This design comes from an exercise in tuning for a short achievable clock period on the open sky130 flow, not from production work.
Only simulation tests tie the RTL to the original design; equivalence was not proved.
In every run shown here, the design's own scripts or RTL, not TritonCTS, make the clock network.
The flow treats the clock pin as an ideal source. Dropping or thinning the clock tree relies on that and would not hold on a real chip.
Power and IR drop assume default switching activity.

`flow/config.mk`:
```
export PLATFORM = sky130hd
export DESIGN_NAME = mapic_acq
export DESIGN_NICKNAME = mapic_acq
export VERILOG_FILES = /design/flow/design.v
export SDC_FILE = /design/flow/constraint.sdc
export NUM_CORES = 4
export LEC_CHECK = 0
export CAP_MARGIN = 20
export CORE_MARGIN = 2
export CORE_UTILIZATION = 40
export SLEW_MARGIN = 20
export SYNTH_HIERARCHICAL = 1
export SYNTH_MINIMUM_KEEP_SIZE = 0
```
`flow/constraint.sdc`:
```
create_clock -name core_clock -period 18.0 [get_ports {clk}]
set_input_delay 3.6000 -clock core_clock [delete_from_list [all_inputs] [get_ports {clk}]]
set_output_delay 3.6000 -clock core_clock [all_outputs]
set_load 0.01 [all_outputs]
```
`flow/design.v`:
```
module mapic_acq (
    input  wire        clk,
    input  wire        rst,
    input  wire        us_tick,
    input  wire        cin_valid,
    input  wire [7:0]  cin_data,
    input  wire        cin_last,
    output wire        cin_ready,
    output wire        cout_valid,
    output wire [7:0]  cout_data,
    output wire        cout_last,
    input  wire        cout_ready,
    output wire        sout_valid,
    output wire [7:0]  sout_data,
    output wire        sout_last,
    input  wire [11:0] adc_data,
    input  wire        trig_in,
    input  wire        rate_in,
    output wire        bus_req,
    output wire [1:0]  bus_op,
    output wire [6:0]  bus_addr,
    output wire [7:0]  bus_wdata,
    input  wire        bus_ack,
    input  wire        bus_present,
    input  wire [7:0]  bus_rdata,
    output wire        pol_out,
    output wire        tp_out,
    output wire        clr_out,
    output wire        idle,
    output wire [2:0]  fault_code,
    output wire [7:0]  bus_err_cnt
);
    localparam [6:0]  GAIN_ADDR        = 7'h2D;
    localparam [6:0]  THR_ADDR         = 7'h2C;
    localparam [10:0] SETTLE_US        = 11'd2000;
    localparam [11:0] RATE_WINDOW_US   = 12'd3000;       
    localparam [1:0]  CLR_PULSE_US     = 2'd2;
    localparam [1:0]  STREAM_PERIOD_US = 2'd3;
    localparam [1:0] BUS_PROBE = 2'd0, BUS_READ = 2'd1, BUS_WRITE = 2'd2;
    localparam [2:0] F_NONE = 3'd0, F_OVERFLOW = 3'd6;
    localparam [1:0] TX_P2 = 2'd0;
    reg s_idle, s_decode, s_rxpay, s_paydone, s_drain, s_rdg, s_rdt, s_scan,
        s_write, s_settle, s_txwait, s_next, s_fill, s_send, s_burst, s_burstq,
        s_rate, s_rend, s_halt;
    reg         rdy;               
    reg         ad_str, ad_burst;  
    reg  [2:0]  pop;               
    reg  [2:0]  fault;
    reg  [7:0]  buserr;
    reg  [3:0]  rx_cnt;
    reg  [3:0]  rx_len;
    reg  [63:0] rx_buf;
    reg         drain_mid;
    reg         pol;
    reg         tpen;
    reg  [63:0] label;
    reg  [31:0] resp;
    reg  [1:0]  tx_kind;
    reg  [5:0]  tx_k;              
    reg         tx_busy;
    reg  [7:0]  cd;                
    reg         cl;                
    reg         breq;
    reg  [1:0]  bop;
    reg  [6:0]  baddr;
    reg  [7:0]  bwdata;
    reg  [7:0]  scan_r0, scan_r1;
    reg  [1:0]  scan_found;
    reg  [10:0] settle_cnt;
    reg  [31:0] tsec;
    reg  [19:0] tusec;
    reg  [31:0] srem;              
    reg         sfirst;            
    reg  [127:0] sh;               
    reg         fill_m2;
    reg  [1:0]  due_cnt;
    reg  [3:0]  sidx;
    reg         sl;                
    reg  [63:0] btarget;
    reg  [63:0] pcount;
    reg         reached;           
    reg         t_armed, t_insvc, t_pend, trig_q;
    reg  [1:0]  t_cnt;
    reg  [11:0] sb0, sb1, sb2, sb3;
    reg  [1:0]  dq;
    reg  [191:0] bb;               
    reg  [31:0] rval;              
    reg  [1:0]  rmod;              
    reg         r_inc;             
    reg  [11:0] win_cnt;
    reg         r_armed, r_insvc, r_pend, rate_q;
    reg  [1:0]  clr_cnt;
    reg         s_idle_b, s_send_b, tx_free, r_insvc_b;
    reg  [6:0]  baddr_b;
    reg  [7:0]  buserr_b;
    wire        s_idle_i  = !s_idle_b;
    wire        s_send_i  = !s_send_b;
    wire        tx_busy_i = !tx_free;
    wire        r_insvc_i = !r_insvc_b;
    wire [6:0]  baddr_i   = ~baddr_b;
    wire [7:0]  buserr_i  = ~buserr_b;
    wire [3:0]  e_rx_len_now;
    wire [7:0]  e_wr;
    wire e_idle0, e_dx_idle, e_dx_str, e_dx_burst, e_bus3, e_settle_go, e_rxpay0,
         e_drain0, e_drain_stay, e_rdg0, e_scan0, e_scan_last, e_scan_more, e_write0,
         e_txw0, e_send_end, e_str_single, e_str_pair, e_fill_due, e_fill_wait,
         e_send_more, e_burst_stay, e_burst_exit_r, e_burst_nf, e_burstq_stay,
         e_rate0, e_rate_z, e_rate_stay, e_halt0, e_settle_wait;
    wire e_ta_nq, e_ta_p, e_ta_nqf, e_ta_pf, e_ra_nq, e_ra_p;
    wire [2:0]  e_pop_n, e_fault_n;
    wire        e_pol_n, e_tp_n;
    wire [63:0] e_label_n, e_btarget_n;
    wire [31:0] e_srem_n;
    wire        e_sfirst_n, e_ad_str_n, e_ad_burst_n, e_dmid_clr;
    wire [7:0]  e_bwdata_n;
    wire        e_bus_ld;
    wire [1:0]  e_bop_ld;
    wire [6:0]  e_baddr_ld, e_baddr_dec;
    wire [7:0]  e_buserr_inc;
    wire        e_sf0, e_sf1;
    wire [1:0]  e_sf_inc;
    wire [7:0]  e_baddr8;
    wire [31:0] e_resp_n;
    wire [10:0] e_settle_dec;
    wire        e_start_early;
    wire [1:0]  e_kind_early;
    wire [7:0]  e_fbyte_early, e_nbyte;
    wire        e_klast;
    wire [5:0]  e_k_inc;
    wire        e_str_first, e_str_go;
    wire [31:0] e_tsec_inc;
    wire [19:0] e_tusec_inc;
    wire [1:0]  e_due_dec;
    wire        e_sl_n, e_fill_m2_n;
    wire [3:0]  e_sidx_n;
    wire [127:0] e_sh_n;
    wire        e_defer_go;
    wire [191:0] e_bb_n;
    wire        e_tx_defer;
    wire [63:0] e_pcount_n;
    wire        e_reached_n, e_bt_zero;
    wire        e_tcnt3, e_sb1_en, e_sb2_en, e_sb3_en;
    wire [1:0]  e_tcnt_inc;
    wire [11:0] e_win_dec;
    wire        e_win_go;
    wire [1:0]  e_clr_dec;
    wire        e_clr1;
    wire [31:0] e_rval_n;
    wire [1:0]  e_rmod_n;
    wire        e_rdy_i, e_cd_sel, e_klast_cur;
    wire [7:0]  e_cd_v0, e_cd_v1;
    wire [1:0]  e_tx_kind_n;
    mapic_acq_early u_early (
        .s_idle(s_idle_i), .s_decode(s_decode), .s_rxpay(s_rxpay), .s_paydone(s_paydone),
        .s_drain(s_drain), .s_rdg(s_rdg), .s_rdt(s_rdt), .s_scan(s_scan), .s_write(s_write),
        .s_settle(s_settle), .s_txwait(s_txwait), .s_next(s_next), .s_fill(s_fill),
        .s_send(s_send_i), .s_burst(s_burst), .s_burstq(s_burstq), .s_rate(s_rate),
        .s_rend(s_rend), .s_halt(s_halt),
        .ad_str(ad_str), .ad_burst(ad_burst), .pop(pop), .fault(fault),
        .buserr(buserr_i), .rx_cnt(rx_cnt), .rx_len(rx_len), .rx_buf(rx_buf),
        .drain_mid(drain_mid), .pol(pol), .tpen(tpen), .label(label), .resp(resp),
        .tx_kind(tx_kind), .tx_k(tx_k), .tx_busy(tx_busy_i), .baddr(baddr_i), .bwdata(bwdata),
        .scan_r0(scan_r0), .scan_found(scan_found), .settle_cnt(settle_cnt),
        .tsec(tsec), .tusec(tusec), .srem(srem), .sfirst(sfirst), .sh(sh),
        .fill_m2(fill_m2), .due_cnt(due_cnt), .sidx(sidx), .btarget(btarget),
        .pcount(pcount), .reached(reached), .t_armed(t_armed), .t_insvc(t_insvc),
        .t_pend(t_pend), .trig_q(trig_q), .t_cnt(t_cnt), .sb0(sb0), .sb1(sb1),
        .sb2(sb2), .sb3(sb3), .dq(dq), .bb(bb), .rval(rval), .rmod(rmod),
        .r_inc(r_inc), .win_cnt(win_cnt), .r_armed(r_armed), .r_insvc(r_insvc_i),
        .r_pend(r_pend), .rate_q(rate_q), .clr_cnt(clr_cnt),
        .e_rx_len_now(e_rx_len_now), .e_wr(e_wr),
        .e_idle0(e_idle0), .e_dx_idle(e_dx_idle), .e_dx_str(e_dx_str),
        .e_dx_burst(e_dx_burst), .e_bus3(e_bus3), .e_settle_go(e_settle_go),
        .e_settle_wait(e_settle_wait),
        .e_rxpay0(e_rxpay0), .e_drain0(e_drain0), .e_drain_stay(e_drain_stay),
        .e_rdg0(e_rdg0), .e_scan0(e_scan0), .e_scan_last(e_scan_last),
        .e_scan_more(e_scan_more), .e_write0(e_write0), .e_txw0(e_txw0),
        .e_send_end(e_send_end), .e_str_single(e_str_single), .e_str_pair(e_str_pair),
        .e_fill_due(e_fill_due), .e_fill_wait(e_fill_wait), .e_send_more(e_send_more),
        .e_burst_stay(e_burst_stay), .e_burst_exit_r(e_burst_exit_r),
        .e_burst_nf(e_burst_nf), .e_burstq_stay(e_burstq_stay), .e_rate0(e_rate0),
        .e_rate_z(e_rate_z), .e_rate_stay(e_rate_stay), .e_halt0(e_halt0),
        .e_ta_nq(e_ta_nq), .e_ta_p(e_ta_p), .e_ta_nqf(e_ta_nqf), .e_ta_pf(e_ta_pf),
        .e_ra_nq(e_ra_nq), .e_ra_p(e_ra_p),
        .e_pop_n(e_pop_n), .e_fault_n(e_fault_n), .e_pol_n(e_pol_n), .e_tp_n(e_tp_n),
        .e_label_n(e_label_n), .e_btarget_n(e_btarget_n), .e_srem_n(e_srem_n),
        .e_sfirst_n(e_sfirst_n), .e_ad_str_n(e_ad_str_n), .e_ad_burst_n(e_ad_burst_n),
        .e_dmid_clr(e_dmid_clr), .e_bwdata_n(e_bwdata_n),
        .e_bus_ld(e_bus_ld), .e_bop_ld(e_bop_ld), .e_baddr_ld(e_baddr_ld),
        .e_baddr_dec(e_baddr_dec), .e_buserr_inc(e_buserr_inc),
        .e_sf0(e_sf0), .e_sf1(e_sf1), .e_sf_inc(e_sf_inc), .e_baddr8(e_baddr8),
        .e_resp_n(e_resp_n), .e_settle_dec(e_settle_dec),
        .e_start_early(e_start_early), .e_kind_early(e_kind_early),
        .e_fbyte_early(e_fbyte_early), .e_nbyte(e_nbyte), .e_klast(e_klast),
        .e_k_inc(e_k_inc),
        .e_str_first(e_str_first), .e_str_go(e_str_go), .e_tsec_inc(e_tsec_inc),
        .e_tusec_inc(e_tusec_inc), .e_due_dec(e_due_dec), .e_sl_n(e_sl_n),
        .e_fill_m2_n(e_fill_m2_n), .e_sidx_n(e_sidx_n), .e_sh_n(e_sh_n),
        .e_defer_go(e_defer_go), .e_bb_n(e_bb_n), .e_tx_defer(e_tx_defer),
        .e_pcount_n(e_pcount_n), .e_reached_n(e_reached_n), .e_bt_zero(e_bt_zero),
        .e_tcnt3(e_tcnt3), .e_tcnt_inc(e_tcnt_inc),
        .e_sb1_en(e_sb1_en), .e_sb2_en(e_sb2_en), .e_sb3_en(e_sb3_en),
        .e_win_dec(e_win_dec), .e_win_go(e_win_go), .e_clr_dec(e_clr_dec),
        .e_clr1(e_clr1), .e_rval_n(e_rval_n), .e_rmod_n(e_rmod_n),
        .e_rdy_i(e_rdy_i), .e_cd_sel(e_cd_sel), .e_klast_cur(e_klast_cur),
        .e_cd_v0(e_cd_v0), .e_cd_v1(e_cd_v1), .e_tx_kind_n(e_tx_kind_n)
    );
    wire vl       = cin_valid && cin_last;
    wire t_entry  = (trig_in && e_ta_nq) || e_ta_p;
    wire t_ovf    = (trig_in && e_ta_nqf) || e_ta_pf;
    wire r_entry  = (rate_in && e_ra_nq) || e_ra_p;
    wire ack_ok   = bus_ack && bus_present;
    wire ack_miss = bus_ack && !bus_present;
    wire rdt_ok   = s_rdt && ack_ok;
    wire scan_end = e_scan_last && bus_ack;
    wire n_idle    = e_idle0 || (s_idle_i && !vl) || (e_dx_idle && !cin_valid)
                   || (e_bus3 && ack_miss) || (e_settle_go && us_tick);
    wire n_decode  = s_idle_i && vl;
    wire n_rxpay   = e_rxpay0 || (s_rxpay && !vl);
    wire n_paydone = s_rxpay && vl;
    wire n_drain   = e_drain0 || e_drain_stay || (s_drain && cin_valid);
    wire n_rdg     = e_rdg0 || (s_rdg && !bus_ack);
    wire n_rdt     = (s_rdg && ack_ok) || (s_rdt && !bus_ack);
    wire n_scan    = e_scan0 || e_scan_more || (s_scan && !bus_ack);
    wire n_write   = e_write0 || (s_write && !bus_ack);
    wire n_settle  = (s_write && ack_ok) || e_settle_wait || (s_settle && !us_tick);
    wire n_txwait  = e_txw0 || rdt_ok || scan_end;
    wire n_next    = (e_dx_str && !cin_valid) || e_send_end;
    wire n_fill    = e_str_pair || e_fill_wait || (s_fill && !us_tick);
    wire n_send    = e_str_single || (e_fill_due && us_tick) || e_send_more;
    wire n_burst   = (e_dx_burst && !cin_valid) || (e_burst_stay && !t_ovf)
                   || (e_burst_nf && t_entry);
    wire n_burstq  = (e_burst_exit_r && !t_entry) || e_burstq_stay;
    wire n_rate    = e_rate0 || e_rate_stay || (e_rate_z && r_entry);
    wire n_rend    = e_rate_z && !r_entry;
    wire n_halt    = e_halt0 || t_ovf;
    wire tx_start  = e_start_early || rdt_ok || scan_end;
    wire tx_busy_n = t_ovf ? 1'b0 : tx_start ? 1'b1 :
                     (tx_busy_i && cout_ready && e_klast_cur) ? 1'b0 : tx_busy_i;
    wire [6:0] baddr_n = e_bus_ld ? e_baddr_ld :
                         (s_rdg && ack_ok) ? THR_ADDR :
                         (e_scan_more && bus_ack) ? e_baddr_dec : baddr_i;
    wire [7:0] buserr_n = (e_bus3 && ack_miss) ? e_buserr_inc : buserr_i;
    wire r_insvc_n = r_entry ? 1'b1 : (r_insvc_i && us_tick && e_clr1) ? 1'b0 : r_insvc_i;
    wire [7:0] scan_b0 = (bus_present && e_sf0) ? e_baddr8 : scan_r0;
    wire [7:0] scan_b1 = (bus_present && e_sf1) ? e_baddr8 : scan_r1;
    wire [31:0] tsec_next  = e_str_first ? 32'd0 : (us_tick ? e_tsec_inc  : tsec);
    wire [19:0] tusec_next = e_str_first ? 20'd0 : (us_tick ? e_tusec_inc : tusec);
    wire dx_burst = e_dx_burst && !cin_valid;
    always @(posedge clk) begin
        if (rst) begin
            s_idle <= 1'b1; s_decode <= 1'b0; s_rxpay <= 1'b0; s_paydone <= 1'b0;
            s_drain <= 1'b0; s_rdg <= 1'b0; s_rdt <= 1'b0; s_scan <= 1'b0;
            s_write <= 1'b0; s_settle <= 1'b0; s_txwait <= 1'b0; s_next <= 1'b0;
            s_fill <= 1'b0; s_send <= 1'b0; s_burst <= 1'b0; s_burstq <= 1'b0;
            s_rate <= 1'b0; s_rend <= 1'b0; s_halt <= 1'b0;
            rdy         <= 1'b1;
            ad_str      <= 1'b0;
            ad_burst    <= 1'b0;
            pop         <= 3'd0;
            fault       <= F_NONE;
            buserr      <= 8'd0;
            rx_cnt      <= 4'd0;
            rx_len      <= 4'd0;
            rx_buf      <= 64'd0;
            drain_mid   <= 1'b0;
            pol         <= 1'b0;
            tpen        <= 1'b0;
            label       <= 64'd0;
            resp        <= 32'd0;
            tx_kind     <= TX_P2;
            tx_k        <= 6'd1;
            tx_busy     <= 1'b0;
            cd          <= 8'd0;
            cl          <= 1'b0;
            breq        <= 1'b0;
            bop         <= BUS_PROBE;
            baddr       <= 7'd0;
            bwdata      <= 8'd0;
            scan_r0     <= 8'd0;
            scan_r1     <= 8'd0;
            scan_found  <= 2'd0;
            settle_cnt  <= 11'd0;
            tsec        <= 32'd0;
            tusec       <= 20'd0;
            srem        <= 32'd0;
            sfirst      <= 1'b0;
            sh          <= 128'd0;
            fill_m2     <= 1'b0;
            due_cnt     <= 2'd0;
            sidx        <= 4'd0;
            sl          <= 1'b0;
            btarget     <= 64'd0;
            pcount      <= 64'd0;
            reached     <= 1'b0;
            t_armed     <= 1'b0;
            t_insvc     <= 1'b0;
            t_pend      <= 1'b0;
            trig_q      <= 1'b0;
            t_cnt       <= 2'd0;
            sb0         <= 12'd0;
            sb1         <= 12'd0;
            sb2         <= 12'd0;
            sb3         <= 12'd0;
            dq          <= 2'd0;
            bb          <= 192'd0;
            rval        <= 32'd0;
            rmod        <= 2'd0;
            r_inc       <= 1'b0;
            win_cnt     <= 12'd0;
            r_armed     <= 1'b0;
            r_insvc     <= 1'b0;
            r_pend      <= 1'b0;
            rate_q      <= 1'b0;
            clr_cnt     <= 2'd0;
            s_idle_b    <= 1'b0;
            s_send_b    <= 1'b1;
            tx_free     <= 1'b1;
            r_insvc_b   <= 1'b1;
            baddr_b     <= 7'h7F;
            buserr_b    <= 8'hFF;
        end else begin
            s_idle <= n_idle; s_decode <= n_decode; s_rxpay <= n_rxpay; s_paydone <= n_paydone;
            s_drain <= n_drain; s_rdg <= n_rdg; s_rdt <= n_rdt; s_scan <= n_scan;
            s_write <= n_write; s_settle <= n_settle; s_txwait <= n_txwait; s_next <= n_next;
            s_fill <= n_fill; s_send <= n_send; s_burst <= n_burst; s_burstq <= n_burstq;
            s_rate <= n_rate; s_rend <= n_rend; s_halt <= n_halt;
            rdy <= n_idle || n_rxpay || n_drain;
            s_idle_b <= !n_idle;
            s_send_b <= !n_send;
            trig_q <= trig_in;
            rate_q <= rate_in;
            if (e_wr[0]) rx_buf[ 7: 0] <= cin_data;
            if (e_wr[1]) rx_buf[15: 8] <= cin_data;
            if (e_wr[2]) rx_buf[23:16] <= cin_data;
            if (e_wr[3]) rx_buf[31:24] <= cin_data;
            if (e_wr[4]) rx_buf[39:32] <= cin_data;
            if (e_wr[5]) rx_buf[47:40] <= cin_data;
            if (e_wr[6]) rx_buf[55:48] <= cin_data;
            if (e_wr[7]) rx_buf[63:56] <= cin_data;
            if (e_rdy_i && cin_valid)
                rx_cnt <= cin_last ? 4'd0 : e_rx_len_now;
            if (e_rdy_i && vl)
                rx_len <= e_rx_len_now;
            if (s_drain && cin_valid)
                drain_mid <= !cin_last;
            else if (e_dmid_clr)
                drain_mid <= 1'b0;
            pop      <= e_pop_n;
            pol      <= e_pol_n;
            tpen     <= e_tp_n;
            fault    <= t_ovf ? F_OVERFLOW : e_fault_n;
            label    <= e_label_n;
            btarget  <= e_btarget_n;
            bwdata   <= e_bwdata_n;
            ad_str   <= e_ad_str_n;
            ad_burst <= e_ad_burst_n;
            if (e_bus_ld)
                bop <= e_bop_ld;
            else if (s_rdg && ack_ok)
                bop <= BUS_READ;
            baddr   <= baddr_n;
            baddr_b <= ~baddr_n;
            if (t_ovf)
                breq <= 1'b0;
            else if (e_bus_ld || (s_rdg && ack_ok) || (e_scan_more && bus_ack))
                breq <= 1'b1;
            else if (bus_ack)
                breq <= 1'b0;
            buserr   <= buserr_n;
            buserr_b <= ~buserr_n;
            if (e_scan0) begin
                scan_found <= 2'd0;
                scan_r0    <= 8'd0;
                scan_r1    <= 8'd0;
            end else if (s_scan && ack_ok) begin
                if (e_sf0) scan_r0 <= e_baddr8;
                if (e_sf1) scan_r1 <= e_baddr8;
                scan_found <= e_sf_inc;
            end
            if (s_rdg)
                resp[7:0] <= bus_rdata;
            else if (s_scan)
                resp[7:0] <= scan_b0;
            else
                resp[7:0] <= e_resp_n[7:0];
            if (s_rdt)
                resp[15:8] <= bus_rdata;
            else if (s_scan)
                resp[15:8] <= scan_b1;
            else
                resp[15:8] <= e_resp_n[15:8];
            resp[31:16] <= e_resp_n[31:16];
            if (s_write)
                settle_cnt <= SETTLE_US;
            else if (s_settle && us_tick)
                settle_cnt <= e_settle_dec;
            tx_busy <= tx_busy_n;
            tx_free <= !tx_busy_n;
            tx_kind <= e_tx_kind_n;
            if (e_cd_sel) begin
                tx_k <= 6'd1;
                cd   <= bus_present ? e_cd_v1 : e_cd_v0;
                cl   <= 1'b0;
            end else if (cout_ready) begin
                tx_k <= e_k_inc;
                cd   <= e_nbyte;
                cl   <= e_klast;
            end
            tsec  <= tsec_next;
            tusec <= tusec_next;
            if (e_str_go)
                sh[63:0] <= {tusec_next, adc_data, tsec_next};
            else
                sh[63:0] <= e_sh_n[63:0];
            if (e_fill_due && us_tick)
                sh[127:64] <= {e_tusec_inc, adc_data, e_tsec_inc};
            else
                sh[127:64] <= e_sh_n[127:64];
            if (e_str_go)
                due_cnt <= STREAM_PERIOD_US;
            else if (e_fill_wait && us_tick)
                due_cnt <= e_due_dec;
            fill_m2 <= e_fill_m2_n;
            sidx    <= e_sidx_n;
            sl      <= e_sl_n;
            srem    <= e_srem_n;
            sfirst  <= e_sfirst_n;
            if (t_entry) begin
                t_armed <= 1'b0;
                t_insvc <= !t_ovf;
                t_pend  <= 1'b0;
                t_cnt   <= 2'd1;
                sb0     <= adc_data;
            end else begin
                if (t_insvc) begin
                    if (trig_in && !trig_q)
                        t_pend <= 1'b1;
                    t_cnt <= e_tcnt_inc;
                    if (e_tcnt3) begin
                        t_insvc <= 1'b0;
                        t_armed <= 1'b1;
                    end
                end
                if (dx_burst)
                    t_armed <= 1'b1;
                if (e_burst_exit_r)
                    t_armed <= 1'b0;
            end
            if (e_sb1_en) sb1 <= adc_data;
            if (e_sb2_en) sb2 <= adc_data;
            if (e_sb3_en) sb3 <= adc_data;
            if (dx_burst)
                pcount <= 64'd0;
            else
                pcount <= e_pcount_n;
            if (dx_burst)
                reached <= e_bt_zero;
            else
                reached <= e_reached_n;
            bb <= e_bb_n;
            if (t_entry && !e_defer_go)
                dq <= dq + 2'd1;
            else if (!t_entry && e_defer_go)
                dq <= dq - 2'd1;
            r_inc <= r_entry;
            r_insvc   <= r_insvc_n;
            r_insvc_b <= !r_insvc_n;
            if (r_entry) begin
                r_armed <= 1'b0;
                r_pend  <= 1'b0;
                clr_cnt <= CLR_PULSE_US;
            end else begin
                if (r_insvc_i) begin
                    if (rate_in && !rate_q)
                        r_pend <= 1'b1;
                    if (us_tick) begin
                        clr_cnt <= e_clr_dec;
                        if (e_clr1)
                            r_armed <= 1'b1;
                    end
                end
                if (e_rate0)
                    r_armed <= 1'b1;
                if (e_rate_z)
                    r_armed <= 1'b0;
            end
            if (e_rate0)
                win_cnt <= RATE_WINDOW_US;
            else if (e_win_go && us_tick)
                win_cnt <= e_win_dec;
            rval <= e_rval_n;
            rmod <= e_rmod_n;
        end
    end
    assign cin_ready  = rdy;
    assign cout_valid = tx_busy;
    assign cout_data  = cd;
    assign cout_last  = cl;
    assign sout_valid = s_send;
    assign sout_data  = sh[7:0];
    assign sout_last  = sl;
    assign bus_req    = breq;
    assign bus_op     = bop;
    assign bus_addr   = baddr;
    assign bus_wdata  = bwdata;
    assign pol_out    = pol;
    assign tp_out     = tpen;
    assign clr_out    = r_insvc;
    assign idle       = s_idle;
    assign fault_code = fault;
    assign bus_err_cnt = buserr;
endmodule
module mapic_acq_early (
    input  wire s_idle, s_decode, s_rxpay, s_paydone, s_drain, s_rdg, s_rdt, s_scan,
                s_write, s_settle, s_txwait, s_next, s_fill, s_send, s_burst, s_burstq,
                s_rate, s_rend, s_halt,
    input  wire         ad_str, ad_burst,
    input  wire [2:0]   pop, fault,
    input  wire [7:0]   buserr,
    input  wire [3:0]   rx_cnt, rx_len,
    input  wire [63:0]  rx_buf,
    input  wire         drain_mid, pol, tpen,
    input  wire [63:0]  label,
    input  wire [31:0]  resp,
    input  wire [1:0]   tx_kind,
    input  wire [5:0]   tx_k,
    input  wire         tx_busy,
    input  wire [6:0]   baddr,
    input  wire [7:0]   bwdata,
    input  wire [7:0]   scan_r0,
    input  wire [1:0]   scan_found,
    input  wire [10:0]  settle_cnt,
    input  wire [31:0]  tsec,
    input  wire [19:0]  tusec,
    input  wire [31:0]  srem,
    input  wire         sfirst,
    input  wire [127:0] sh,
    input  wire         fill_m2,
    input  wire [1:0]   due_cnt,
    input  wire [3:0]   sidx,
    input  wire [63:0]  btarget, pcount,
    input  wire         reached, t_armed, t_insvc, t_pend, trig_q,
    input  wire [1:0]   t_cnt,
    input  wire [11:0]  sb0, sb1, sb2, sb3,
    input  wire [1:0]   dq,
    input  wire [191:0] bb,
    input  wire [31:0]  rval,
    input  wire [1:0]   rmod,
    input  wire         r_inc,
    input  wire [11:0]  win_cnt,
    input  wire         r_armed, r_insvc, r_pend, rate_q,
    input  wire [1:0]   clr_cnt,
    output wire [3:0]   e_rx_len_now,
    output wire [7:0]   e_wr,
    output wire e_idle0, e_dx_idle, e_dx_str, e_dx_burst, e_bus3, e_settle_go,
                e_settle_wait, e_rxpay0, e_drain0, e_drain_stay, e_rdg0, e_scan0,
                e_scan_last, e_scan_more, e_write0, e_txw0, e_send_end, e_str_single,
                e_str_pair, e_fill_due, e_fill_wait, e_send_more, e_burst_stay,
                e_burst_exit_r, e_burst_nf, e_burstq_stay, e_rate0, e_rate_z,
                e_rate_stay, e_halt0,
    output wire e_ta_nq, e_ta_p, e_ta_nqf, e_ta_pf, e_ra_nq, e_ra_p,
    output wire [2:0]   e_pop_n, e_fault_n,
    output wire         e_pol_n, e_tp_n,
    output wire [63:0]  e_label_n, e_btarget_n,
    output wire [31:0]  e_srem_n,
    output wire         e_sfirst_n, e_ad_str_n, e_ad_burst_n, e_dmid_clr,
    output wire [7:0]   e_bwdata_n,
    output wire         e_bus_ld,
    output wire [1:0]   e_bop_ld,
    output wire [6:0]   e_baddr_ld, e_baddr_dec,
    output wire [7:0]   e_buserr_inc,
    output wire         e_sf0, e_sf1,
    output wire [1:0]   e_sf_inc,
    output wire [7:0]   e_baddr8,
    output wire [31:0]  e_resp_n,
    output wire [10:0]  e_settle_dec,
    output wire         e_start_early,
    output wire [1:0]   e_kind_early,
    output wire [7:0]   e_fbyte_early, e_nbyte,
    output wire         e_klast,
    output wire [5:0]   e_k_inc,
    output wire         e_str_first, e_str_go,
    output wire [31:0]  e_tsec_inc,
    output wire [19:0]  e_tusec_inc,
    output wire [1:0]   e_due_dec,
    output wire         e_sl_n, e_fill_m2_n,
    output wire [3:0]   e_sidx_n,
    output wire [127:0] e_sh_n,
    output wire         e_defer_go,
    output wire [191:0] e_bb_n,
    output wire         e_tx_defer,
    output wire [63:0]  e_pcount_n,
    output wire         e_reached_n, e_bt_zero,
    output wire         e_tcnt3, e_sb1_en, e_sb2_en, e_sb3_en,
    output wire [1:0]   e_tcnt_inc,
    output wire [11:0]  e_win_dec,
    output wire         e_win_go,
    output wire [1:0]   e_clr_dec,
    output wire         e_clr1,
    output wire [31:0]  e_rval_n,
    output wire [1:0]   e_rmod_n,
    output wire         e_rdy_i, e_cd_sel, e_klast_cur,
    output wire [7:0]   e_cd_v0, e_cd_v1,
    output wire [1:0]   e_tx_kind_n
);
    localparam [6:0] GAIN_ADDR = 7'h2D;
    localparam [6:0] THR_ADDR  = 7'h2C;
    localparam [1:0] BUS_PROBE = 2'd0, BUS_READ = 2'd1, BUS_WRITE = 2'd2;
    localparam [2:0] F_UNKNOWN = 3'd1, F_SHORT = 3'd5;
    localparam [2:0] PO_WRG = 3'd0, PO_WRT = 3'd1, PO_STRM = 3'd2, PO_BURST = 3'd3, PO_LSET = 3'd4;
    localparam [1:0] TX_P2 = 2'd0, TX_P4 = 2'd1, TX_PL = 2'd2, TX_PB = 2'd3;
    assign e_rx_len_now = (rx_cnt == 4'd15) ? 4'd15 : rx_cnt + 4'd1;
    wire rdy = s_idle || s_rxpay || s_drain;
    assign e_rdy_i = rdy;
    genvar gi;
    generate
        for (gi = 0; gi < 8; gi = gi + 1) begin : g_wr
            assign e_wr[gi] = rdy && (rx_cnt == gi);
        end
    endgenerate
    wire [7:0] cat = rx_buf[7:0];
    wire [7:0] sub = rx_buf[15:8];
    wire d_potrd = (cat == 8'h00) && (sub == 8'h00);
    wire d_scan  = (cat == 8'h00) && (sub == 8'h02);
    wire d_wrg   = (cat == 8'h01) && (sub == 8'h00);
    wire d_wrt   = (cat == 8'h01) && (sub == 8'h01);
    wire d_strm  = (cat == 8'h02) && (sub == 8'h00);
    wire d_burst = (cat == 8'h02) && (sub == 8'h01);
    wire d_pollo = (cat == 8'h04) && (sub == 8'h00);
    wire d_polhi = (cat == 8'h04) && (sub == 8'h01);
    wire d_rate  = (cat == 8'h05) && (sub == 8'h01);
    wire d_tpoff = (cat == 8'h06) && (sub == 8'h00);
    wire d_tpon  = (cat == 8'h06) && (sub == 8'h01);
    wire d_lget  = (cat == 8'h07) && (sub == 8'h00);
    wire d_lset  = (cat == 8'h07) && (sub == 8'h01);
    wire d_pay   = d_wrg || d_wrt || d_strm || d_burst || d_lset;
    wire d_flag  = d_pollo || d_polhi || d_tpoff || d_tpon;
    wire d_bad   = !(d_potrd || d_scan || d_pay || d_flag || d_rate || d_lget);
    wire d_short = (rx_len < 4'd2);
    wire dec_ok  = s_decode && !d_short;
    reg [3:0] pay_need;
    always @(*) begin
        case (pop)
            PO_WRG, PO_WRT: pay_need = 4'd1;
            PO_STRM:        pay_need = 4'd4;
            default:        pay_need = 4'd8;
        endcase
    end
    wire p_short = (rx_len < pay_need);
    wire pay_ok  = s_paydone && !p_short;
    wire p_wr    = (pop == PO_WRG) || (pop == PO_WRT);
    wire p_strm  = (pop == PO_STRM);
    wire p_burst = (pop == PO_BURST);
    wire p_lset  = (pop == PO_LSET);
    assign e_pop_n = !s_decode ? pop :
                     d_wrg   ? PO_WRG :
                     d_wrt   ? PO_WRT :
                     d_strm  ? PO_STRM :
                     d_burst ? PO_BURST :
                     d_lset  ? PO_LSET : pop;
    assign e_pol_n = (dec_ok && d_pollo) ? 1'b0 : (dec_ok && d_polhi) ? 1'b1 : pol;
    assign e_tp_n  = (dec_ok && d_tpoff) ? 1'b0 : (dec_ok && d_tpon) ? 1'b1 : tpen;
    assign e_fault_n = (s_decode && d_short) ? F_SHORT :
                       (s_decode && d_bad)   ? F_UNKNOWN :
                       (s_paydone && p_short) ? F_SHORT : fault;
    assign e_label_n   = (pay_ok && p_lset) ? rx_buf : label;
    assign e_btarget_n = (pay_ok && p_burst) ? rx_buf : btarget;
    assign e_bwdata_n  = (pay_ok && p_wr) ? rx_buf[7:0] : bwdata;
    assign e_ad_str_n   = (pay_ok && p_strm) ? 1'b1 :
                          ((pay_ok && p_burst) || (s_burstq && bq_exit)) ? 1'b0 : ad_str;
    assign e_ad_burst_n = (pay_ok && p_burst) ? 1'b1 :
                          ((pay_ok && p_strm) || (s_burstq && bq_exit)) ? 1'b0 : ad_burst;
    assign e_dmid_clr = s_paydone || s_burstq;
    wire rem_z   = (srem == 32'd0);
    wire rem_1   = (srem == 32'd1);
    wire str_go  = s_next && !rem_z;
    wire dq_full = (dq == 2'd2);
    wire defer_go = (s_burst || s_burstq) && (dq != 2'd0) && !t_insvc && !tx_busy;
    wire defer_fl = defer_go && (pcount[1:0] == 2'd2);
    wire burst_exit_r = reached && !t_insvc && !defer_go && !tx_busy;
    wire bq_exit  = (dq == 2'd0) && !tx_busy;
    wire win_z    = (win_cnt == 12'd0);
    wire scan_last = (baddr == 7'h01);
    wire settle_1 = (settle_cnt == 11'd1);
    wire fill_due = (due_cnt == 2'd1);
    assign e_idle0      = (dec_ok && d_flag) || (pay_ok && p_lset) || (s_txwait && !tx_busy)
                        || (s_next && rem_z);
    assign e_dx_idle    = s_drain && !drain_mid && !ad_str && !ad_burst;
    assign e_dx_str     = s_drain && !drain_mid && ad_str;
    assign e_dx_burst   = s_drain && !drain_mid && ad_burst;
    assign e_bus3       = s_rdg || s_rdt || s_write;
    assign e_settle_go  = s_settle && settle_1;
    assign e_settle_wait = s_settle && !settle_1;
    assign e_rxpay0     = dec_ok && d_pay;
    assign e_drain0     = (pay_ok && (p_strm || p_burst)) || (s_burstq && bq_exit);
    assign e_drain_stay = s_drain && drain_mid;
    assign e_rdg0       = dec_ok && d_potrd;
    assign e_scan0      = dec_ok && d_scan;
    assign e_scan_last  = s_scan && scan_last;
    assign e_scan_more  = s_scan && !scan_last;
    assign e_write0     = pay_ok && p_wr;
    assign e_txw0       = (dec_ok && d_lget) || s_rend || (s_txwait && tx_busy);
    assign e_send_end   = s_send && (sidx == 4'd15);
    assign e_str_single = str_go && rem_1;
    assign e_str_pair   = str_go && !rem_1;
    assign e_fill_due   = s_fill && fill_due;
    assign e_fill_wait  = s_fill && !fill_due;
    assign e_send_more  = s_send && (sidx != 4'd15);
    assign e_burst_stay = s_burst && !burst_exit_r;
    assign e_burst_exit_r = s_burst && burst_exit_r;
    assign e_burst_nf   = s_burst && !dq_full;
    assign e_burstq_stay = s_burstq && !bq_exit;
    assign e_rate0      = dec_ok && d_rate;
    assign e_rate_z     = s_rate && win_z && !r_insvc;
    assign e_rate_stay  = s_rate && !(win_z && !r_insvc);
    assign e_halt0      = s_halt || (s_decode && (d_short || d_bad)) || (s_paydone && p_short);
    assign e_ta_nq  = t_armed && !trig_q;
    assign e_ta_p   = t_armed && t_pend;
    assign e_ta_nqf = t_armed && !trig_q && dq_full;
    assign e_ta_pf  = t_armed && t_pend && dq_full;
    assign e_ra_nq  = r_armed && !rate_q;
    assign e_ra_p   = r_armed && r_pend;
    assign e_bus_ld   = (dec_ok && (d_potrd || d_scan)) || (pay_ok && p_wr);
    assign e_bop_ld   = (dec_ok && d_potrd) ? BUS_READ : (dec_ok && d_scan) ? BUS_PROBE : BUS_WRITE;
    assign e_baddr_ld = (dec_ok && d_potrd) ? GAIN_ADDR : (dec_ok && d_scan) ? 7'h7F :
                        (pop == PO_WRG) ? GAIN_ADDR : THR_ADDR;
    assign e_baddr_dec  = baddr - 7'd1;
    assign e_buserr_inc = buserr + 8'd1;
    assign e_sf0    = (scan_found == 2'd0);
    assign e_sf1    = (scan_found == 2'd1);
    assign e_sf_inc = (scan_found != 2'd2) ? scan_found + 2'd1 : scan_found;
    assign e_baddr8 = {1'b0, baddr};
    assign e_resp_n = s_rend ? rval : resp;
    assign e_settle_dec = settle_cnt - 11'd1;
    assign e_start_early = (dec_ok && d_lget) || s_rend || defer_fl;
    assign e_kind_early  = (dec_ok && d_lget) ? TX_PL : s_rend ? TX_P4 : TX_PB;
    assign e_fbyte_early = (dec_ok && d_lget) ? label[7:0] : s_rend ? rval[7:0] : bb[7:0];
    assign e_tx_defer = defer_fl;
    reg [5:0] tx_len;
    always @(*) begin
        case (tx_kind)
            TX_P2:   tx_len = 6'd2;
            TX_P4:   tx_len = 6'd4;
            TX_PL:   tx_len = 6'd8;
            default: tx_len = 6'd32;
        endcase
    end
    wire klast_cur = (tx_k == tx_len);
    assign e_klast = (tx_k == tx_len - 6'd1);
    assign e_klast_cur = klast_cur;
    assign e_cd_sel = e_start_early || s_rdt || s_scan;
    assign e_cd_v0  = e_start_early ? e_fbyte_early : s_rdt ? resp[7:0] : scan_r0;
    assign e_cd_v1  = (s_scan && e_sf0) ? e_baddr8 : e_cd_v0;
    assign e_tx_kind_n = (s_rdt || s_scan) ? TX_P2 : e_start_early ? e_kind_early : tx_kind;
    assign e_k_inc = klast_cur ? 6'd1 : tx_k + 6'd1;
    wire [11:0] bbw [0:15];
    generate
        for (gi = 0; gi < 16; gi = gi + 1) begin : g_bbw
            assign bbw[gi] = bb[gi*12 +: 12];
        end
    endgenerate
    wire [11:0] pb_word = bbw[tx_k[4:1]];
    reg  [7:0] nbyte;
    always @(*) begin
        case (tx_kind)
            TX_P2, TX_P4: begin
                case (tx_k[1:0])
                    2'd0: nbyte = resp[7:0];
                    2'd1: nbyte = resp[15:8];
                    2'd2: nbyte = resp[23:16];
                    default: nbyte = resp[31:24];
                endcase
            end
            TX_PL: begin
                case (tx_k[2:0])
                    3'd0: nbyte = label[7:0];
                    3'd1: nbyte = label[15:8];
                    3'd2: nbyte = label[23:16];
                    3'd3: nbyte = label[31:24];
                    3'd4: nbyte = label[39:32];
                    3'd5: nbyte = label[47:40];
                    3'd6: nbyte = label[55:48];
                    default: nbyte = label[63:56];
                endcase
            end
            default: nbyte = tx_k[0] ? {4'd0, pb_word[11:8]} : pb_word[7:0];
        endcase
    end
    assign e_nbyte = nbyte;
    wire us_wrap = (tusec == 20'd999999);
    assign e_str_go     = str_go;
    assign e_str_first  = str_go && sfirst;
    assign e_tsec_inc   = us_wrap ? tsec + 32'd1 : tsec;
    assign e_tusec_inc  = us_wrap ? 20'd0 : tusec + 20'd1;
    assign e_due_dec    = due_cnt - 2'd1;
    assign e_fill_m2_n  = str_go ? !rem_1 : fill_m2;
    assign e_sidx_n     = str_go ? 4'd0 : s_send ? sidx + 4'd1 : sidx;
    assign e_sl_n       = s_send && (sidx == 4'd14);
    assign e_sh_n[63:0]   = s_send ? sh[71:8] : sh[63:0];
    assign e_sh_n[127:64] = str_go ? 64'd0 : s_send ? {8'd0, sh[127:72]} : sh[127:64];
    assign e_srem_n   = (pay_ok && p_strm) ? rx_buf[31:0] :
                        (s_send && sidx == 4'd15) ? srem - (fill_m2 ? 32'd2 : 32'd1) : srem;
    assign e_sfirst_n = (pay_ok && p_strm) ? 1'b1 : (s_send && sidx == 4'd15) ? 1'b0 : sfirst;
    assign e_defer_go = defer_go;
    assign e_bb_n[  0 +: 48] = (defer_go && pcount[1:0] == 2'd0) ? {sb3, sb2, sb1, sb0} : bb[  0 +: 48];
    assign e_bb_n[ 48 +: 48] = (defer_go && pcount[1:0] == 2'd1) ? {sb3, sb2, sb1, sb0} : bb[ 48 +: 48];
    assign e_bb_n[ 96 +: 48] = (defer_go && pcount[1:0] == 2'd2) ? {sb3, sb2, sb1, sb0} : bb[ 96 +: 48];
    assign e_bb_n[144 +: 48] = (defer_go && pcount[1:0] == 2'd3) ? {sb3, sb2, sb1, sb0} : bb[144 +: 48];
    assign e_pcount_n  = (t_insvc && t_cnt == 2'd1) ? pcount + 64'd1 : pcount;
    assign e_reached_n = (pcount >= btarget);
    assign e_bt_zero   = (btarget == 64'd0);
    assign e_tcnt3     = (t_cnt == 2'd3);
    assign e_tcnt_inc  = t_cnt + 2'd1;
    assign e_sb1_en    = t_insvc && (t_cnt == 2'd1);
    assign e_sb2_en    = t_insvc && (t_cnt == 2'd2);
    assign e_sb3_en    = t_insvc && (t_cnt != 2'd1) && (t_cnt != 2'd2);
    wire r_wrap = (rmod == 2'd0) && (rval == 32'h55555555);
    assign e_win_dec = win_cnt - 12'd1;
    assign e_win_go  = s_rate && !win_z;
    assign e_clr_dec = clr_cnt - 2'd1;
    assign e_clr1    = (clr_cnt == 2'd1);
    assign e_rval_n = (dec_ok && d_rate) ? 32'd0 :
                      !r_inc ? rval :
                      r_wrap ? 32'd0 :
                      (rmod == 2'd1) ? rval + 32'd1 : rval;
    assign e_rmod_n = (dec_ok && d_rate) ? 2'd0 :
                      !r_inc ? rmod :
                      r_wrap ? 2'd0 :
                      (rmod == 2'd2) ? 2'd0 : rmod + 2'd1;
endmodule
```
`flow/flow/run.sh`:
```
#!/bin/bash
set -euo pipefail
W=$(pwd)
R=$W/orfs/results/sky130hd/mapic_acq/base
export SETUP_SLACK_MARGIN=$(cat "$W/flow/margin")
export PRE_REPAIR_TIMING_POST_PLACE_TCL=$W/flow/post_place.tcl
export MYCTS_LEAVES=64
export MYCTS_ROOTS=4
export MYCTS_LEAFBUF=sky130_fd_sc_hd__clkbuf_16
export MYCTS_ROOTBUF=sky130_fd_sc_hd__clkbuf_16
bash "$W/standard.sh" synth > "$W/flow_synth.log" 2>&1
bash "$W/standard.sh" place > "$W/flow_place.log" 2>&1
bash "$W/standard.sh" run RUN_SCRIPT="$W/flow/mycts.tcl" RUN_LOG_NAME_STEM=4_1_mycts > "$W/flow_cts.log" 2>&1
test -s "$R/4_1_cts.odb" && test -s "$R/4_cts.sdc"
cp "$R/4_1_cts.odb" "$R/4_cts.odb"
touch "$R/4_cts.sdc"
bash "$W/standard.sh" > "$W/flow_finish.log" 2>&1
```
`flow/flow/margin`:
```
13.8
```
`flow/flow/mycts.tcl`:
```
# Clock tree for this design, in place of TritonCTS: two buffer levels.
# The clock port drives MYCTS_ROOTS root buffers; each drives the leaf
# buffers of its region; each leaf drives the flip-flops of one cluster.
# Clusters come from k-means on the placed flip-flops, so every flip-flop
# sees the same two buffer stages and a short leaf net.
source $::env(SCRIPTS_DIR)/load.tcl
erase_non_stage_variables cts
load_design 3_place.odb 3_place.sdc

set nleaf $::env(MYCTS_LEAVES)
set nroot $::env(MYCTS_ROOTS)
set leafbuf $::env(MYCTS_LEAFBUF)
set rootbuf $::env(MYCTS_ROOTBUF)

set db [ord::get_db]
set block [ord::get_db_block]
set clknet [[$block findBTerm clk] getNet]

proc kmeans {xs ys k iters} {
  set n [llength $xs]
  set xmin [tcl::mathfunc::min {*}$xs]; set xmax [tcl::mathfunc::max {*}$xs]
  set ymin [tcl::mathfunc::min {*}$ys]; set ymax [tcl::mathfunc::max {*}$ys]
  # grid start: cols x rows close to the region's shape
  set best 1
  for {set c 1} {$c <= $k} {incr c} {
    if {$k % $c == 0} {
      set r [expr {$k / $c}]
      set ar [expr {double($xmax - $xmin + 1) / ($ymax - $ymin + 1)}]
      if {abs(double($c)/$r - $ar) < abs(double($best)/($k/$best) - $ar)} { set best $c }
    }
  }
  set cols $best; set rows [expr {$k / $cols}]
  set cx {}; set cy {}
  for {set j 0} {$j < $rows} {incr j} {
    for {set i 0} {$i < $cols} {incr i} {
      lappend cx [expr {$xmin + ($i + 0.5) * ($xmax - $xmin) / $cols}]
      lappend cy [expr {$ymin + ($j + 0.5) * ($ymax - $ymin) / $rows}]
    }
  }
  set asg [lrepeat $n 0]
  for {set it 0} {$it < $iters} {incr it} {
    for {set p 0} {$p < $n} {incr p} {
      set x [lindex $xs $p]; set y [lindex $ys $p]
      set bd 1e30; set bc 0
      for {set c 0} {$c < $k} {incr c} {
        set d [expr {abs($x - [lindex $cx $c]) + abs($y - [lindex $cy $c])}]
        if {$d < $bd} { set bd $d; set bc $c }
      }
      lset asg $p $bc
    }
    set sx [lrepeat $k 0.0]; set sy [lrepeat $k 0.0]; set sn [lrepeat $k 0]
    for {set p 0} {$p < $n} {incr p} {
      set c [lindex $asg $p]
      lset sx $c [expr {[lindex $sx $c] + [lindex $xs $p]}]
      lset sy $c [expr {[lindex $sy $c] + [lindex $ys $p]}]
      lset sn $c [expr {[lindex $sn $c] + 1}]
    }
    for {set c 0} {$c < $k} {incr c} {
      if {[lindex $sn $c] > 0} {
        lset cx $c [expr {[lindex $sx $c] / [lindex $sn $c]}]
        lset cy $c [expr {[lindex $sy $c] / [lindex $sn $c]}]
      }
    }
  }
  return [list $asg $cx $cy]
}

# Final assignment with a size cap: closest (point, centre) pairs first.
proc cap_assign {xs ys cx cy cap} {
  set n [llength $xs]
  set k [llength $cx]
  set pairs {}
  for {set p 0} {$p < $n} {incr p} {
    set x [lindex $xs $p]; set y [lindex $ys $p]
    for {set c 0} {$c < $k} {incr c} {
      lappend pairs [list [expr {abs($x - [lindex $cx $c]) + abs($y - [lindex $cy $c])}] $p $c]
    }
  }
  set pairs [lsort -real -index 0 $pairs]
  set asg [lrepeat $n -1]
  set cnt [lrepeat $k 0]
  set left $n
  foreach pr $pairs {
    lassign $pr d p c
    if {[lindex $asg $p] >= 0 || [lindex $cnt $c] >= $cap} continue
    lset asg $p $c
    lset cnt $c [expr {[lindex $cnt $c] + 1}]
    incr left -1
    if {$left == 0} break
  }
  # centres of the capped clusters
  set sx [lrepeat $k 0.0]; set sy [lrepeat $k 0.0]
  for {set p 0} {$p < $n} {incr p} {
    set c [lindex $asg $p]
    lset sx $c [expr {[lindex $sx $c] + [lindex $xs $p]}]
    lset sy $c [expr {[lindex $sy $c] + [lindex $ys $p]}]
  }
  set ncx {}; set ncy {}
  for {set c 0} {$c < $k} {incr c} {
    set m [lindex $cnt $c]
    if {$m > 0} {
      lappend ncx [expr {[lindex $sx $c] / $m}]; lappend ncy [expr {[lindex $sy $c] / $m}]
    } else {
      lappend ncx [lindex $cx $c]; lappend ncy [lindex $cy $c]
    }
  }
  return [list $asg $ncx $ncy]
}

# the flip-flop clock pins on the clock port's net
set sinks {}
set xs {}
set ys {}
foreach it [$clknet getITerms] {
  if {[$it getIoType] eq "INPUT"} {
    set bb [[$it getInst] getBBox]
    lappend sinks $it
    lappend xs [expr {([$bb xMin] + [$bb xMax]) / 2.0}]
    lappend ys [expr {([$bb yMin] + [$bb yMax]) / 2.0}]
  }
}
puts "mycts: [llength $sinks] sinks, $nleaf leaves, $nroot roots"

lassign [kmeans $xs $ys $nleaf 40] asg lx ly
set cap [expr {int(ceil(1.08 * [llength $sinks] / $nleaf))}]
lassign [cap_assign $xs $ys $lx $ly $cap] asg lx ly
lassign [kmeans $lx $ly $nroot 40] rasg rx ry
lassign [cap_assign $lx $ly $rx $ry [expr {int(ceil(double($nleaf) / $nroot))}]] rasg rx ry

set lmaster [$db findMaster $leafbuf]
set rmaster [$db findMaster $rootbuf]
set rnets {}
for {set r 0} {$r < $nroot} {incr r} {
  set inst [odb::dbInst_create $block $rmaster "mycts_root_$r"]
  $inst setLocation [expr {int([lindex $rx $r])}] [expr {int([lindex $ry $r])}]
  $inst setPlacementStatus PLACED
  set net [odb::dbNet_create $block "mycts_rnet_$r"]
  $net setSigType CLOCK
  [$inst findITerm A] connect $clknet
  [$inst findITerm X] connect $net
  lappend rnets $net
}
set lnets {}
for {set l 0} {$l < $nleaf} {incr l} {
  set inst [odb::dbInst_create $block $lmaster "mycts_leaf_$l"]
  $inst setLocation [expr {int([lindex $lx $l])}] [expr {int([lindex $ly $l])}]
  $inst setPlacementStatus PLACED
  set net [odb::dbNet_create $block "mycts_lnet_$l"]
  $net setSigType CLOCK
  [$inst findITerm A] connect [lindex $rnets [lindex $rasg $l]]
  [$inst findITerm X] connect $net
  lappend lnets $net
}
set sizes [lrepeat $nleaf 0]
for {set p 0} {$p < [llength $sinks]} {incr p} {
  set it [lindex $sinks $p]
  set l [lindex $asg $p]
  $it disconnect
  $it connect [lindex $lnets $l]
  lset sizes $l [expr {[lindex $sizes $l] + 1}]
}
$clknet setSigType CLOCK
puts "mycts: leaf sizes $sizes"
puts "mycts: root of each leaf $rasg"
global_connect

set_propagated_clock [all_clocks]
set_dont_use $::env(DONT_USE_CELLS)

set_placement_padding -global \
  -left $::env(CELL_PAD_IN_SITES_DETAIL_PLACEMENT) \
  -right $::env(CELL_PAD_IN_SITES_DETAIL_PLACEMENT)
detailed_placement
estimate_parasitics -placement
report_clock_skew
report_worst_slack -max

repair_timing_helper
detailed_placement
check_placement -verbose
estimate_parasitics -placement
report_clock_skew
report_worst_slack -max
report_worst_slack -min
report_checks -path_delay max -format full_clock_expanded
set m 0
foreach pin [all_registers -clock_pins -edge_triggered] {
  foreach e {rise fall} { set v [get_property $pin slew_max_$e]; if {$v > $m} { set m $v } }
}
puts "mycts: max flip-flop clock pin slew $m"

write_db $::env(RESULTS_DIR)/4_1_cts.odb
write_sdc -no_timestamp $::env(RESULTS_DIR)/4_cts.sdc
```
`flow/flow/post_place.tcl`:
```
# Before the post-placement repair: repair setup with the margin the flow asks for.
estimate_parasitics -placement
repair_timing -setup -setup_margin $::env(SETUP_SLACK_MARGIN) -repair_tns 100 -verbose
```
`flow/standard.sh`:
```
#!/bin/bash
# synth_recipe.tcl (not shown) runs the flow's synth.tcl, then flattens the netlist and writes it again
# the make line also repeats each setting of config.mk as NAME=value (left out here)
make -C /OpenROAD-flow-scripts/flow DESIGN_CONFIG=/design/flow/config.mk WORK_HOME=/design/flow/orfs CLKGATE_MAP_FILE= SYNTH_SCRIPT=/design/flow/synth_recipe.tcl "${@:-finish}"
```
==> impl_results.md, run 1 <==
* Hold Path Origin: s_idle_b$_SDFF_PP0_
* Clock transition at path regs at approximately 0.08 ns
* Final period util at 0.258
* Worst path top cell family by delay: flip-flops
* Cells after synthesis at around 5300
* Largest net degree at the start of global routing at about 110
* Vias in the first global route at 35100
* Layer carrying the most global-route usage: met2
* CP max stage delay at 0.41 ns
* Via density at 5.46
* Fill cells at around 11000
* Status: complete, no violations
* Die area at 0.121 sq mm
* Number of remaining DRC errors at 0
* Global-route wire length before repair at 216000 um
* DR pass1 iterations at 7
* Final HPWL DP at 89000 um
* Gr usage total at 0.225
* RSZ-0062 raised after global routing: true
* Io pins at between 90 and 100
* Minimum clock period at between 4 and 5 ns
* Layout cell share with drive strength beyond 1 at 0.173
* Worst-skew pair later-pin latency at 0.52 ns
* Kind of critical path: reg2out
* Die width at approximately 350 um
* Slew Limit Fails at 0
* Max-slew headroom at 0.281
* Worst r2r src: tx_k[1]$_SDFFE_PP0P_
* Crit path max fanout at 1
* Area of the mapped netlist at between 0.04 and 0.05 sq mm
* Worst Clk Skew at 0.0798 ns
* Overflow left after global routing at 0
* PortBufs at 91
* Met1 usage in global routing at 0.327
* Max-cap violation count at 0
* Final Cell Area at ~0.053 sq mm
* Setup TNS at 0 ns
* CP arrival at about 1.0 ns
* Routed vias at roughly 37000
* 1st-iter DRT viols at roughly 3200
* Core Area at 0.118 sq mm
* Final setup violation count at 0
* Ys Warns at 8
* Number of antenna-violating nets in the routed design at 0
* Area Growth Syn to Fin at 11.8%
* Power Density at 70.3 mW/mm^2
* Final hold vios at 0
* Crit start category: flop
* Num rows at around 130
* CP max-delay cell: dfxtp_4
* Worst Tran Pin Value at around 1.1 ns
* Crit-path cells: buf_6
* Die H at 348 um
* Drt total wl at about 140000 um
* Pleak at 20.3 nW
* Initial Util at 0.402
* Max Clk Rate at 215 MHz
* Grt met3 use at 0.0194
* Initial antenna violation count at 8
* Crit end category: primary output
* Min-Delay Path Class: reg2reg
* Worst Setup SP: baddr[6]$_SDFF_PP0_
* Placed cell areas at ~0.05 sq mm
* Mapped Avg Cell Area at about 8.9 sq um
* Grt met2 use at 0.362
* Max IR drop VDD at between 80 and 90 uV
* Worst Path Required at approximately 14 ns
* Per-cell routed wire length at around 21 um
* Nets@finish at about 5400
* GPL Wtd Cong at 0.851
* Buffer and inverter count on the worst path at 1
==> metrics by stage <==
| stage | std cells | setup slack [ns] | hold WS [ns] | util | total power [mW] |
|---|---|---|---|---|---|
| after floorplan | 5326 | 13.22 | 0.420 | - | 2.25 |
| after global placement | 6623 | 11.10 | 0.449 | 0.418 | 2.31 |
| after detailed placement | 6624 | 11.03 | 0.458 | 0.418 | 2.31 |
| after global routing | 6770 | 13.32 | 0.494 | 0.449 | 3.83 |
| final | 6770 | 13.36 | 0.474 | 0.449 | 3.71 |
==> metal layers <==
metal	vias up	wire length [um]
li1	17900	-
met1	18000	67700
met2	868	63800
met5	-	27
met4	4	3430
met3	184	7480
==> cells in the final DEF (no fill, tap or decap), types with 68 or more instances in the layout <==
cell type	instances
mux2_2	336
ha_1	101
nor2b_1	457
nand3_1	91
nor2_1	414
dfxtp_1	886
inv_1	164
o21ai_0	162
and2_1	153
clkbuf_16	75
a21oi_1	169
nand2_1	574
mux2i_1	281
xnor2_1	144
xor2_1	68
==> final timing paths <==
| path | to | slack, ns | depth (start not counted) |
|---|---|---|---|
| setup reg to reg | cd[4]$_SDFFE_PP0P_ | 14.09 | 12 |
| setup / recovery | bus_addr[6] | 13.36 | 1 |
| hold reg to reg | s_decode$_SDFF_PP0_ | 0.47 | 1 |
| hold / removal | s_decode$_SDFF_PP0_ | 0.47 | 1 |
==> report_power, final <==
part / switching, mW / internal [mW]
combinational: 0.133 / 0.0705
sequential: 0.0137 / 2.08
clock: 0.754 / 0.659
total: 0.901 / 2.81
==> flip-flops by register name, indices dropped and copies added, names as in the netlist, 11 cells and up <==
name and count:
label 64, btarget 64, srem 32, rx_buf 64, sh 128, win_cnt 12
tusec 20, sb2 12, rval 32, sb3 12, resp 32, bb 192
settle_cnt 11, sb0 12, tsec 32, pcount 64, sb1 12
==> area by class of cell <==
class                           count  area, sq um  area share
Tap cell                         1536         1920      0.0364
Multi-Input combinational cell   3843        26700       0.506
Inverter                          172          669      0.0127
Antenna cell                        3         7.51    0.000142
Buffer                             68         1700      0.0322
Sequential cell                   941        19000       0.359
Timing Repair Buffer              207         2820      0.0533
==> run 2: changes to the inputs <==
--- a/flow/flow/run.sh
+++ b/flow/flow/run.sh
@@ -9,3 +9,4 @@
 export MYCTS_LEAFBUF=sky130_fd_sc_hd__clkbuf_16
-export MYCTS_ROOTBUF=sky130_fd_sc_hd__clkbuf_16
+export MYCTS_ROOTBUF=sky130_fd_sc_hd__buf_16
+export MYCTS_PULL_OUT=1
 bash "$W/standard.sh" synth > "$W/flow_synth.log" 2>&1
--- a/flow/flow/mycts.tcl
+++ b/flow/flow/mycts.tcl
@@ -107,2 +107,27 @@
   return [list $asg $ncx $ncy]
+}
+
+# Flip-flops that drive an output port's buffer sit next to that buffer,
+# so the flip-flop's output net is short.
+if {[info exists ::env(MYCTS_PULL_OUT)] && $::env(MYCTS_PULL_OUT)} {
+  set moved 0
+  foreach bt [$block getBTerms] {
+    if {[$bt getIoType] ne "OUTPUT"} continue
+    set onet [$bt getNet]
+    set drv [$onet getFirstOutput]
+    if {$drv eq "NULL" || $drv eq ""} continue
+    set buf [$drv getInst]
+    set ain [$buf findITerm A]
+    if {$ain eq "NULL" || $ain eq ""} continue
+    set qnet [$ain getNet]
+    set qdrv [$qnet getFirstOutput]
+    if {$qdrv eq "NULL" || $qdrv eq ""} continue
+    set ff [$qdrv getInst]
+    if {![string match "*dfxtp*" [[$ff getMaster] getName]]} continue
+    set bb [$buf getBBox]
+    $ff setLocation [$bb xMin] [$bb yMin]
+    incr moved
+  }
+  puts "mycts: moved $moved output flip-flops next to their output buffers"
+  detailed_placement
 }
==> run 2 against run 1 <==
  * Fmax rose by 2.0%
  * Critical endpoint is now cout_data[6]
  * Area after synthesis unchanged
  * Sequential power about the same
  * Highest routed layer unchanged
  * Hold slack is essentially flat
  * Clock skew is 0.014 ns lower
  * Largest power group unchanged
==> impl_results.md, run 2 <==
* Die H at 348 um (unchanged)
* Die width at 348 um (unchanged)
* Final setup violation count at 0 (unchanged)
* Io pins at 92 (unchanged)
* Final period util at 0.253 (-0.00517)
* Worst Path Required at 14.40 ns (about the same)
* Ys Warns at 8 (unchanged)
* Clock transition at path regs at 0.09 ns (about the same)
* Worst Clk Skew at 0.0657 ns (-0.0141 ns)
* Die area at 0.121 sq mm (unchanged)
* Number of antenna-violating nets in the routed design at 0 (unchanged)
* Final hold vios at 0 (unchanged)
* Max IR drop VDD at 93.6 uV (+7.1%)
* Max reg flops at 192 (unchanged)
* Biggest regs: bb (192), sh (128)
* Kind of critical path: reg2out
* Max Clk Rate at 220 MHz (+2.0%)
* Routed vias at 38200 (+3.2%)
* Area of the mapped netlist at 0.0473 sq mm (unchanged)
* Crit start category: flop
* DR pass1 iterations at 6 (-1)
* Fill cells at 10900 (-4.3%)
* Worst-skew pair later-pin latency at 0.47 ns (-0.05 ns)
* Worst Tran Pin Value at 1.11 ns (+0.0329 ns)
* Global-route wire length before repair at 224000 um (+3.7%)
* CP max stage delay at 0.35 ns (-0.06 ns)
* Final Power at 3.79 mW (+2.1%)
* Placed cell areas at 0.0492 sq mm (unchanged)
* Post-layout util at 0.478 (+0.0291)
* Leading cell types in the layout, fill and taps excluded: dfxtp_1 (891), nand2_1 (564), nor2b_1 (397)
* Minimum clock period at 4.55 ns (-0.0931 ns)
* CP max-delay cell: dfxtp_4
* Crit end category: primary output
* Area Growth Syn to Fin at 19.0%
* Mapped Avg Cell Area at 8.88 sq um (unchanged)
* Number of remaining DRC errors at 0 (unchanged)
* Via density at 5.53 (+1.2%)
* PortBufs at 91 (unchanged)
* R2R Setup Slk at 13.75 ns (-0.34 ns)
* Cells after synthesis at 5324 (unchanged)
* Nets@finish at 5505 (+2.4%)
* Layout cell share with drive strength beyond 1 at 0.220 (+0.0472)
* 1st-iter DRT viols at 3342 (+5.7%)
* Setup TNS at 0 ns (unchanged)
* Slew Limit Fails at 0 (unchanged)
* Largest net degree at the start of global routing at 111 (unchanged)
* GPL Wtd Cong at 0.851 (unchanged)
* Overflow left after global routing at 0 (unchanged)
* Max-slew headroom at 0.262 (-0.0196)
* Per-cell routed wire length at 22.2 um (+5.5%)
* Initial Util at 0.402 (unchanged)
* Min-Delay Path Class: reg2reg
* Final HPWL DP at 89000 um (unchanged)
* Drt total wl at 153000 um (+7.6%)
* Status: complete, no violations
* Worst path top cell family by delay: flip-flops
* Buffer and inverter count on the worst path at 1 (unchanged)
* Initial antenna violation count at 13 (+5)
* Gr usage total at 0.235 (+0.00981)
* Pleak at 21.4 nW (+5.7%)
* Crit-path cells: buf_6
* Max-cap violation count at 0 (unchanged)
* Crit path max fanout at 2 (+1)
* Commonest non-fill, non-tap cell in the layout: dfxtp_1
* Largest register by flop count: bb
* Num rows at 126 (unchanged)
* Hold slack at 0.474 ns (-0.0000610 ns)
* Vias in the first global route at 36000 (+2.5%)
* Power Density at 67.4 mW/mm^2 (-4.1%)
* CP arrival at 0.95 ns (-0.09 ns)
* RSZ-0062 raised after global routing: true
* Core Area at 0.118 sq mm (unchanged)
* Final Cell Area at 0.0563 sq mm (+6.5%)
## run 2: final cells by class
class / instances / area [sq um] / area share
multi-input cells: 3842 / 27900 / 0.497
well taps: 1536 / 1920 / 0.0342
inverters: 172 / 669 / 0.0119
plain buffers: 68 / 1710 / 0.0304
repair buffers: 339 / 5050 / 0.0898
flip-flops and latches: 941 / 18900 / 0.337
diodes: 7 / 17.5 / 0.000311
## run 2: final timing paths
kind,cells after the start,from,endpoint
worst min-delay path,1,s_idle_b$_SDFF_PP0_,s_decode$_SDFF_PP0_
worst min register to register,1,s_idle_b$_SDFF_PP0_,s_decode$_SDFF_PP0_
worst max-delay path,1,cd[6]$_SDFFE_PP0P_,cout_data[6]
worst max register to register,10,tx_k[4]$_SDFFE_PP0P_,cd[0]$_SDFFE_PP0P_
## run 2: layer usage
metal / vias up / GRT usage / part of all wire
met5: - / 0 / 0.000072
met4: 2 / 0.0583 / 0.030
met3: 235 / 0.0242 / 0.060
met2: 1125 / 0.379 / 0.45
met1: 18600 / 0.335 / 0.46
li1: 18200 / - / -
## run 2: metrics by stage
stage / cells / setup slack (ns)
after floorplan: 5326 / 13.22
after global placement: 6623 / 11.10
after detailed placement: 6624 / 11.03
after global routing: 6900 / 13.43
final: 6905 / 13.45
## run 2: power by group
group | switching [mW] | leakage [nW] | internal [mW]
Combinational | 0.161 | 13.0 | 0.111
Sequential | 0.0129 | 7.61 | 2.08
Clock | 0.754 | 0.839 | 0.670

-- port drivers added, routing unchanged --
In the flow no input, the clock included, has a driving cell. The finished layouts below were timed again as built, in two steps. Step 1: set_driving_cell puts a clkbuf_16 on clk and a buf_2 on each other input, an assumption about the parent block. Step 2 moves the port delays by t, midway between the first and last clock arrival at a register: inputs arrive t later, outputs are due t later. That takes back most of the time a late clock gives input paths. Slacks: no drivers / after step 1 / after step 2; pairs: no drivers / after step 1.
run | t (ns) | setup WS [ns] | latest minus earliest clock arrival (ns)
run 1 | 0.636 | 13.358 / 13.206 / 13.018 | 0.092 / 0.092
run 2 | 0.613 | 13.452 / 13.287 / 12.824 | 0.090 / 0.090
After both steps setup and hold are still met in every run listed. The setup slack of run 2, which loses most, moves by -0.165 ns with the drivers and by -0.628 ns with both steps.
